Source: an optimization exercise on an open RTL-to-GDS flow (aim: small area, a short achievable clock period and few clock cycles per item). Production flows keep margins and buffers that such runs may drop. RTL that was checked went through simulation tests only; none was proved equivalent to the original. Power and IR drop assume default switching activity.

## txmod_shaper
module txmod_shaper (
    input  wire        clk,
    input  wire        rst,           
    input  wire        in_valid,
    output wire        in_ready,
    input  wire [7:0]  in_byte,
    input  wire        in_lodev,      
    output reg         out_valid,
    input  wire        out_ready,
    output reg  [15:0] out_sample
);
    function signed [26:0] tab0;
        input [5:0] i;
        begin
            case (i)
                6'd0: tab0 = -27'sd131750;
                6'd1: tab0 =  27'sd131750;
                6'd2: tab0 = -27'sd65875;
                6'd3: tab0 =  27'sd65875;
                6'd4: tab0 = -27'sd395250;
                6'd5: tab0 =  27'sd395250;
                6'd6: tab0 = -27'sd197625;
                6'd7: tab0 =  27'sd197625;
                6'd8: tab0 =  27'sd264750;
                6'd9: tab0 = -27'sd264750;
                6'd10: tab0 =  27'sd132375;
                6'd11: tab0 = -27'sd132375;
                6'd12: tab0 =  27'sd794250;
  ...
Size in the first run: about 31 I/O pins, roughly 11,000 um^2 of cells after synthesis.
==> flow/config.mk <==
export PLATFORM = sky130hd
export DESIGN_NAME = txmod_shaper
export DESIGN_NICKNAME = txmod_shaper
export VERILOG_FILES = /design/flow/design.v
export SDC_FILE = /design/flow/constraint.sdc
export NUM_CORES = 4
export LEC_CHECK = 0
export ABC_AREA = 1
export CAP_MARGIN = 20
export CORE_MARGIN = 2
export CORE_UTILIZATION = 40
export CTS_BUF_LIST = sky130_fd_sc_hd__clkbuf_8 sky130_fd_sc_hd__clkbuf_16
export PLACE_DENSITY = 0.6
export SLEW_MARGIN = 20
==> flow/constraint.sdc <==
create_clock -name core_clock -period 12.0 [get_ports {clk}]
set_input_delay 2.4000 -clock core_clock [delete_from_list [all_inputs] [get_ports {clk}]]
set_output_delay 2.4000 -clock core_clock [all_outputs]
set_load 0.01 [all_outputs]
standard.sh (not shown) runs the stock make flow with config.mk's settings and CLKGATE_MAP_FILE= SYNTH_SCRIPT=/design/flow/synth_recipe.tcl, a recipe that flattens the netlist after the stock synthesis.
==> flow/flow/run.sh <==
#!/bin/bash
# The standard layout, with timing repair aiming for extra setup slack and
# plain buffers (instead of delay cells) on the ports.
set -euo pipefail
bash standard.sh SETUP_SLACK_MARGIN=8.6 "BUFFER_PORTS_ARGS=-buffer_cell sky130_fd_sc_hd__buf_2" finish > standard_flow.log 2>&1
The baseline produced a clean layout.
Testbench counts at the start, summed over its fixed seeds: cycles 38,432, samples 38,400.
Rerun with:
- CTS_BUF_LIST: sky130_fd_sc_hd__clkbuf_8 sky130_fd_sc_hd__clkbuf_16 -> sky130_fd_sc_hd__clkbuf_8
Total power came out lower by 8.1%.
Non-clock buffer count came out higher by 3.
Setup slack loses 0.055 ns.
First-iteration DRC count came out higher by 5.4%.
Utilization came out lower by 0.45 points.
Global-route usage came out lower by 0.14 points.
Design area came out lower by 0.96%.
Routed wire length barely changes.
Sequential power barely changes.
Flip-flop and latch count is unchanged.
Synthesized area does not change.
Rerun with:
- CAP_MARGIN: 20 -> 0
- SLEW_MARGIN: 20 -> 0
After rerunning: Fmax goes up by 0.68%. Setup slack gets better by 0.023 ns. Power goes down by 0.38%. Via count barely changes.

* * *

txmod_shaper, a different RTL version from the one above (not shown whole).
Size: roughly 1300 cells after synthesis, roughly 140 flip-flops, roughly 31 I/O pins.
clock: 12.0 ns
lec_check: 0
abc_area: 1
cap_margin: 20
core_margin: 2
core_utilization: 40
cts_buf_list: sky130_fd_sc_hd__clkbuf_8
place_density: 0.6
slew_margin: 20
==> flow/flow/run.sh <==
#!/bin/bash
# The standard layout, with timing repair aiming for extra setup slack and
# plain buffers (instead of delay cells) on the ports.
set -euo pipefail
bash standard.sh SETUP_SLACK_MARGIN=8.5 "BUFFER_PORTS_ARGS=-buffer_cell sky130_fd_sc_hd__buf_2" finish > standard_flow.log 2>&1
The starting point finished clean.
Testbench counts at the start, summed over its fixed seeds: cycles 38,432, samples 38,400.
Then changed:
--- a/flow/config.mk
+++ b/flow/config.mk
@@ -11,3 +11,4 @@
 export CORE_UTILIZATION = 40
-export CTS_BUF_LIST = sky130_fd_sc_hd__clkbuf_8
+export CTS_CLUSTER_DIAMETER = 150
+export CTS_CLUSTER_SIZE = 40
 export PLACE_DENSITY = 0.6
Effect: The changed run produced a clean layout. Final area went up by 1.3%. Worst setup slack improved by 21 ps. Hold slack got worse by 5.1 ps. Area after synthesis stays the same. Clock-buffer cell count stays the same. Total power went up by 9.8%.
Then changed:
--- a/flow/config.mk
+++ b/flow/config.mk
@@ -11,4 +11,3 @@
 export CORE_UTILIZATION = 40
-export CTS_CLUSTER_DIAMETER = 150
-export CTS_CLUSTER_SIZE = 40
+export CTS_BUF_LIST = sky130_fd_sc_hd__clkbuf_4 sky130_fd_sc_hd__clkbuf_8
 export PLACE_DENSITY = 0.6
Die area stays the same.
Hold slack improves by 5.1 ps.
Wire length climbs by 0.44%.
Worst setup slack degrades by 21 ps.
Then changed:
--- a/flow/config.mk
+++ b/flow/config.mk
@@ -11,3 +11,2 @@
 export CORE_UTILIZATION = 40
-export CTS_BUF_LIST = sky130_fd_sc_hd__clkbuf_4 sky130_fd_sc_hd__clkbuf_8
 export PLACE_DENSITY = 0.6
=>
- cell count hardly moves
- power increases by about 10%
- synthesized cell count stays the same
- utilization came out higher by 0.57 points
- sequential share of layout area fell by 0.38 points
- clock skew is lower by 10 ps
- non-clock buffer count came out lower by 1
- fmax went up by about 0.6%
- worst hold slack got worse by 5.1 ps
- setup slack improved by 21 ps

* * *

RTL: one of the versions met above, not the one the previous note started from.
For scale: ~1300 cells after synthesis, about 130 flip-flops, ~31 I/O pins, roughly 0.011 mm^2 of cells after synthesis.
clock: 12.0 ns
lec_check: 0
abc_area: 1
cap_margin: 20
core_margin: 2
core_utilization: 40
place_density: 0.6
slew_margin: 20
==> flow/flow/run.sh <==
#!/bin/bash
# The standard layout, with timing repair aiming for extra setup slack and
# plain buffers (instead of delay cells) on the ports.
set -euo pipefail
bash standard.sh SETUP_SLACK_MARGIN=8.7 "BUFFER_PORTS_ARGS=-buffer_cell sky130_fd_sc_hd__buf_2" finish > standard_flow.log 2>&1
The starting point completed without violations.
Testbench counts at the start, summed over its fixed seeds: cycles 38,432, samples 38,400.
Then changed:
CTS_BUF_LIST = sky130_fd_sc_hd__clkbuf_8   (was default)
What happened: Global-route usage stays flat; power decreases by 9.4%; clock-buffer cell count stays the same; flip-flop and latch count stays the same; cell count barely changes; final area decreases by 1.8%.

* * *

txmod_shaper, a different RTL version from the one above (not shown whole).
Size in the first run: roughly 31 I/O pins.
Settings: LEC_CHECK=0, ABC_AREA=1, CAP_MARGIN=20, CORE_MARGIN=2, CORE_UTILIZATION=40, PLACE_DENSITY=0.6, SLEW_MARGIN=20; clock period 12.0 ns.
==> flow/flow/run.sh <==
#!/bin/bash
# The standard layout, with timing repair aiming for extra setup slack and
# plain buffers (instead of delay cells) on the ports.
set -euo pipefail
bash standard.sh SETUP_SLACK_MARGIN=8.4 "BUFFER_PORTS_ARGS=-buffer_cell sky130_fd_sc_hd__buf_2" finish > standard_flow.log 2>&1
The starting point produced a clean layout.
Edit:
==> flow/flow/run.sh (replaced) <==
#!/bin/bash
# The standard layout, with timing repair aiming for extra setup slack and
# plain buffers (instead of delay cells) on the ports.
set -euo pipefail
bash standard.sh SETUP_SLACK_MARGIN=8.7 "BUFFER_PORTS_ARGS=-buffer_cell sky130_fd_sc_hd__buf_2" finish > standard_flow.log 2>&1
Worst setup slack improves by 0.065 ns.
Global-route usage increases by 2.3 points.
Flip-flop and latch count stays the same.
Synthesized cell count is unchanged.
Sequential share of layout area shrinks by 2.4 points.
Edit:
==> flow/flow/run.sh (replaced) <==
#!/bin/bash
# The standard layout, with timing repair aiming for extra setup slack and
# plain buffers (instead of delay cells) on the ports.
set -euo pipefail
bash standard.sh SETUP_SLACK_MARGIN=8.4 "BUFFER_PORTS_ARGS=-buffer_cell sky130_fd_sc_hd__buf_2" finish > standard_flow.log 2>&1
- CORE_UTILIZATION: 40 -> 55
- PLACE_DENSITY: 0.6 -> 0.7
What happened: Sequential power stays flat; first-iteration DRC count is higher by 4.9%; via count falls by 4.0%; routed wire length went down by 9.4%; die area went down by 27%; worst setup slack is worse by 0.095 ns; worst hold slack barely changes; clock-buffer cell count shrinks by 1; clock power goes up by about 4%; core utilization climbs by 13 points; synthesized cell count is unchanged.
No functional check of the RTL was part of any run of this note.

* * *

Setup of v6:
txmod_shaper, a different RTL version from the one above (not shown whole).
Size in the first run: ~1300 cells after synthesis, about 130 flip-flops, roughly 31 I/O pins, roughly 11000 µm² of cells after synthesis.
export LEC_CHECK = 0
export ABC_AREA = 1
export CAP_MARGIN = 20
export CORE_MARGIN = 2
export CORE_UTILIZATION = 40
export PLACE_DENSITY = 0.6
export SLEW_MARGIN = 20
create_clock -name core_clock -period 12.0 [get_ports {clk}]
==> flow/flow/run.sh <==
#!/bin/bash
# The standard layout, with timing repair aiming for extra setup slack and
# plain buffers (instead of delay cells) on the ports.
set -euo pipefail
bash standard.sh SETUP_SLACK_MARGIN=8.5 "BUFFER_PORTS_ARGS=-buffer_cell sky130_fd_sc_hd__buf_2" finish > standard_flow.log 2>&1
Testbench counts of v6, summed over its fixed seeds: cycles 38,432, samples 38,400.
The following lists how v7 was set up differently from v6:
Settings: CTS_BUF_LIST newly set to sky130_fd_sc_hd__clkbuf_8.
Notes after the runs:
v7: full flow OK, the timing, DRC and antenna checks passed
Relative to v6, final worst setup slack increased by 42 ps in v7.
Row met3 layer wire length in the routed design: v7 higher / v6 lower
Diff v6 -> v7: via count now sits at about the same level; count of clock-buffer cells in the layout now sits lower; area added between synthesis and finish now sits lower; total stage count of the critical path now sits higher.

* * *

Setup of lane 4:
Another version of the RTL of txmod_shaper (not shown whole).
For scale: roughly 1,500 cells after synthesis, roughly 31 I/O pins, ~0.011 mm^2 of cells after synthesis.
clock: 12.0 ns
lec_check: 0
abc_area: 1
cap_margin: 20
core_margin: 2
core_utilization: 40
place_density: 0.6
slew_margin: 20
run.sh (not shown) runs the stock make flow with config.mk's settings and CLKGATE_MAP_FILE= SYNTH_SCRIPT=/design/flow/synth_recipe.tcl, a recipe that flattens the netlist after the stock synthesis.
Stock flow here: none of the scripts above is used.
Testbench counts of lane 4, summed over its fixed seeds: cycles 38,432, samples 38,400.
Setup changes, lane 4 to lane 5
==> flow/flow/run.sh (new file) <==
#!/bin/bash
# The standard layout, with timing repair aiming for extra setup slack.
set -euo pipefail
bash standard.sh SETUP_SLACK_MARGIN=8.4 finish > standard_flow.log 2>&1
==> flow/standard.sh (new file) <==
#!/bin/bash
# synth_recipe.tcl (not shown) runs the flow's synth.tcl, then flattens the netlist and writes it again
# the make line also repeats each setting of config.mk as NAME=value (left out here)
make -C /OpenROAD-flow-scripts/flow DESIGN_CONFIG=/design/flow/config.mk WORK_HOME=/design/flow/orfs CLKGATE_MAP_FILE= SYNTH_SCRIPT=/design/flow/synth_recipe.tcl "${@:-finish}"
removed: flow/run.sh
Results
Delta (lane 5 minus lane 4): share of cell area taken by multi-input logic gates went down by 2.1 points; setup slack after layout went up by 980 ps; wire length reported by the detailed router went up by 8.8%.

-- static timing again, ports no longer ideal --
No port has a modelled driver above. Below, the same layouts with a new extraction and two added sets of constraints. Step 1 (the two cells are an assumption about what drives the block):
set clk [get_ports {clk}]
set_driving_cell -lib_cell sky130_fd_sc_hd__clkbuf_16 $clk
set_driving_cell -lib_cell sky130_fd_sc_hd__buf_2 [delete_from_list [all_inputs] $clk]
Step 2 also shifts input and output timing later by t, the mid clock arrival at the registers, as if the neighbouring blocks saw the same clock. Slacks: ideal / step 1 / step 2; pairs: ideal / step 1.
run | t (ns) | slack for setup (ns) | worst slew at a driven data input, ns
the first run of note 1 | 0.475 | 8.646 / 8.596 / 8.303 | 0.03
the second run of note 1 | 0.505 | 8.591 / 8.557 / 8.313 | 0.03
the third run of note 1 | 0.498 | 8.614 / 8.568 / 8.327 | 0.03
the first run of note 2 | 0.499 | 8.519 / 8.519 / 8.170 | 0.03
the second run of note 2 | 0.481 | 8.540 / 8.540 / 8.212 | 0.03
the third run of note 2 | 0.499 | 8.519 / 8.519 / 8.170 | 0.03
the fourth run of note 2 | 0.481 | 8.540 / 8.540 / 8.212 | 0.03
the first run of note 3 | 0.473 | 8.647 / 8.601 / 8.345 | 0.03
the second run of note 3 | 0.506 | 8.599 / 8.552 / 8.342 | 0.03
the first run of note 4 | 0.411 | 8.376 / 8.376 / 8.232 | 0.03
the second run of note 4 | 0.412 | 8.441 / 8.441 / 8.434 | 0.04
the third run of note 4 | 0.416 | 8.346 / 8.346 / 8.265 | 0.03
v6 | 0.469 | 8.522 / 8.522 / 8.170 | 0.03
v7 | 0.499 | 8.564 / 8.532 / 8.116 | 0.03
lane 4 | 0.419 | 7.368 / 7.368 / 7.368 | 0.03
lane 5 | 0.416 | 8.350 / 8.350 / 8.181 | 0.03
After both steps setup and hold are still met in every run listed. For v7, which loses most, drivers alone change the setup slack by -0.032 ns; drivers and shift together by -0.448 ns.
